Background: an optimization exercise with open tools, aiming at a short achievable clock period and few clock cycles. Do not read the settings as production practice.
At most, simulation tests tie the RTL to the original design; equivalence was not proved.
No activity file was given, so power comes from the tool's default toggle rates.

Setup of the baseline:
Design flz_decomp, start of the top module:
module flz_decomp (
    input  wire        clk,
    input  wire        rst,         
    input  wire        start,
    input  wire        abort,
    input  wire [15:0] in_off,
    input  wire [15:0] in_len,
    output wire [15:0] in_addr,
    input  wire [7:0]  in_rdata,
    output wire        out_we,
    output wire [14:0] out_waddr,
    output wire [7:0]  out_wdata,
    output wire [14:0] out_raddr,
    input  wire [7:0]  out_rdata,
    output wire [1:0]  st,
    output reg  [1:0]  err,
    output reg  [2:0]  cause,
    output reg  [15:0] op
);
    localparam [1:0] ST_IDLE = 2'd0, ST_RUN = 2'd1, ST_DONE = 2'd2, ST_FAULT = 2'd3;
    localparam [1:0] E_NONE = 2'd0, E_UNSUPPORTED = 2'd1, E_CORRUPT = 2'd2;
    localparam [2:0] C_NONE = 3'd0, C_LEVEL = 3'd1, C_TRUNC_HDR = 3'd2, C_TRUNC_LIT = 3'd3,
                     C_TRUNC_MATCH = 3'd4, C_UNDERFLOW = 3'd5, C_OVERFLOW_LIT = 3'd6,
                     C_OVERFLOW_MATCH = 3'd7;
    localparam [2:0] P_CTRL = 3'd0,    
                     P_EXT  = 3'd1,    
                     P_LO   = 3'd2,    
                     P_CHK  = 3'd3,    
                     P_WAIT = 3'd4;    
    localparam [1:0] X_IDLE = 2'd0, X_LIT = 2'd1, X_COPY = 2'd2;
    localparam [1:0] D_LIT = 2'd0, D_MEM = 2'd1, D_H1 = 2'd2, D_H2 = 2'd3;
    reg  [1:0]  st_r;
    assign st = st_r;
    wire running = (st_r == ST_RUN);
    reg  [15:0] ip;           
    reg         iv;           
    reg  [2:0]  cred;         
    reg  [7:0]  q0, q1, q2, q3;
    reg  [1:0]  qw, qr;
    reg  [2:0]  qn;           
    wire        qne  = (qn != 3'd0);
    wire [7:0]  head = (qr == 2'd0) ? q0 : (qr == 2'd1) ? q1 : (qr == 2'd2) ? q2 : q3;
    wire        issue = running && (cred != 3'd0);
    assign in_addr = ip;
    reg  [2:0]  p_st;
    reg         first;
    reg  [15:0] left;         
    reg  [15:0] op_p;         
    reg  [15:0] space;        
    reg  [4:0]  p_hi;
    reg  [7:0]  p_lo;
    reg  [8:0]  p_n;
    reg  [1:0]  p_err;
    reg  [2:0]  p_cause;
    reg  [1:0]  x_mode;
    reg  [8:0]  x_cnt;
    reg         x_last;       
    reg  [14:0] x_rp;
    reg  [1:0]  x_dsel;
  ...
Settings: LEC_CHECK=0, CAP_MARGIN=20, CORE_MARGIN=2, CORE_UTILIZATION=40, SETUP_SLACK_MARGIN=4, SLEW_MARGIN=20; clock period 6.0 ns.
run.sh (not shown) runs the stock make flow with config.mk's settings and CLKGATE_MAP_FILE= SYNTH_SCRIPT=/design/flow/synth_recipe.tcl, a recipe that flattens the netlist after the stock synthesis.
Testbench counts of the baseline, summed over its fixed seeds: cycles 304,411.
Inputs modified between the baseline and the candidate:
Settings: SETUP_SLACK_MARGIN no longer set, was 4.
Results
Between the baseline and the candidate, the number of global-route vias before repair is lower for the candidate.
Run comparison: the baseline last element of the critical path op_p[13]; the candidate last element of the critical path cred[2]
On relative area of clock buffers and inverters in the final design: between the baseline and the candidate, it ends up lower for the baseline.
The baseline has higher number of buffer and inverter stages on the critical path than the candidate.

========
## build 52
Another version of the RTL of flz_decomp (not shown whole).
For scale: about 1900 cells after synthesis, ~660 flip-flops.
clock: 6.0 ns
lec_check: 0
cap_margin: 20
core_margin: 2
core_utilization: 60
cts_cluster_diameter: 45
cts_cluster_size: 50
setup_slack_margin: 4
slew_margin: 20
Build 52: flow completed, timing, DRC and antenna clean
Testbench counts of build 52, summed over its fixed seeds: cycles 296,929.
> inputs changed (build 52 -> build 51)
Settings: a deleted CTS_CLUSTER_DIAMETER that had been 45; a change of CORE_UTILIZATION from 60 to 40; a deleted CTS_CLUSTER_SIZE that had been 50.
Findings:
Looking at the reports, build 51 completed the entire flow and the layout it produced met the timing, DRC and antenna checks.
Compared to build 52, build 51 has cell total after placement 286 higher.
The placed wire-length estimate after detailed placement of build 51 was inferior to that of build 52.
Summary: with build 52 as the reference, filler-free cell count of the finished design in build 51 moved up by a little under 10%.
--- input diff build 51..build 27 ---
Settings: CORE_UTILIZATION now 60, was 40.
--- outcome ---
Build 51 → build 27: core area now sits lower, sequential fraction of total cell area now sits higher. Build 27 — well-tap cell count 32% lower, build 51 as reference. Build 27 — leakage dissipation 0.15 nW lower, build 51 as reference. Per the comparison of build 27 with build 51, total clock network power has decreased; post-route standard cell area excluding fillers went down 2.2%; number of gates given a new drive strength after cts flat; count of clock-buffer cells in the layout decreased 2; total met2 wirelength after detailed routing now sits higher. [compare] base=build 51 new=build 27: non-clock buffer count now smaller, total power now smaller.
The inputs of build 10 differ from those of build 27 as listed below.
Settings: putting CTS_CLUSTER_DIAMETER at 60 where nothing was set; putting CTS_CLUSTER_SIZE at 30 where nothing was set.
## What came out
Build 10: full flow OK, the timing, DRC and antenna checks passed
Final routed wirelength across all metal layers delta (build 10 − build 27): favourable
Final instance area (higher): build 27
| register share of total power | build 10 vs build 27 | 4.1 points higher |
Build 10 packs its core more loosely than build 27.
Compared to build 27, build 10 has leakage component of the power about 2.2% lower.
Period utilization is higher on build 10

========
## zinc
Another version of the RTL of flz_decomp (not shown whole).
For scale: ~2,000 cells after synthesis, roughly 670 flip-flops, ~130 I/O pins, roughly 0.028 mm² of cells after synthesis.
==> flow/design.v (excerpt) <==
module flz_decomp (
    input  wire        clk,
    input  wire        rst,         
    input  wire        start,
    input  wire        abort,
    input  wire [15:0] in_off,
    input  wire [15:0] in_len,
    output wire [15:0] in_addr,
    input  wire [7:0]  in_rdata,
    output wire        out_we,
    output wire [14:0] out_waddr,
    output wire [7:0]  out_wdata,
    output wire [14:0] out_raddr,
    input  wire [7:0]  out_rdata,
    output wire [1:0]  st,
    output reg  [1:0]  err,
    output reg  [2:0]  cause,
    output reg  [15:0] op
);
make LEC_CHECK=0 CAP_MARGIN=20 CORE_MARGIN=2 CORE_UTILIZATION=60 CTS_CLUSTER_DIAMETER=80 CTS_CLUSTER_SIZE=24 SETUP_SLACK_MARGIN=4 SLEW_MARGIN=20 finish   # period 6.0 ns
> inputs changed (zinc -> amber)
Settings: clearing CTS_CLUSTER_DIAMETER, which used to be 80; swapping 60 for 40 in CORE_UTILIZATION; clearing CTS_CLUSTER_SIZE, which used to be 24.
==> comparison <==
[compare] base=zinc new=amber: utilization after layout dropped 24 points; number of clock-tree buffers in the layout climbed 80%; clock power share climbed 9.7 points; y dimension of the die climbed about 22%; critical path depth climbed 1.
Startpoint of the most critical setup path = k_n[1]: zinc; startpoint of the most critical setup path = k_n[0]: amber
Measured against each other, amber and zinc differ in global routing met1 resource utilization, the lower figure coming from amber.
Summary — layout filler cell count, amber relative to zinc: higher, by 2,876.
| routed metal-1 wirelength | amber vs zinc | 6.4% higher |
Diff zinc -> amber: number of vias per cell after detailed routing now smaller; routed wire length now larger; sequential share of layout area now smaller.
No functional check of the RTL was part of any run of this note.

static timing again, ports no longer ideal:
In the flow no input, the clock included, has a driving cell. The finished layouts below were timed again as built, in two steps. Step 1, drivers: a clkbuf_16 drives clk and a buf_2 each remaining input, both assumed. Step 2, shift: input delay + t, output delay - t, t = (earliest + latest rising clock arrival at the registers) / 2. This alone moves slack from input paths to output paths. Slacks: no drivers / after step 1 / after step 2; pairs: no drivers / after step 1.
run	t (ns)	setup WS [ns]	latest minus earliest clock arrival (ns)	worst register clock-pin slew, ns
the baseline	0.587	1.086 / 1.086 / 1.086	0.023 / 0.023	0.06 / 0.06
the candidate	0.583	0.454 / 0.454 / 0.454	0.011 / 0.011	0.06 / 0.06
build 52	0.683	3.670 / 3.610 / 3.347	0.028 / 0.028	0.08 / 0.08
build 51	0.662	3.712 / 3.649 / 3.376	0.030 / 0.030	0.06 / 0.06
build 27	0.653	3.708 / 3.646 / 3.341	0.019 / 0.019	0.06 / 0.06
build 10	0.647	3.698 / 3.639 / 3.333	0.037 / 0.036	0.10 / 0.10
zinc	0.643	3.608 / 3.608 / 3.412	0.029 / 0.029	0.10 / 0.10
amber	0.677	3.664 / 3.636 / 3.429	0.036 / 0.036	0.06 / 0.06
After both steps setup and hold are still met in every run listed. For build 27, which loses most, drivers alone change the setup slack by -0.062 ns; drivers and shift together by -0.367 ns.
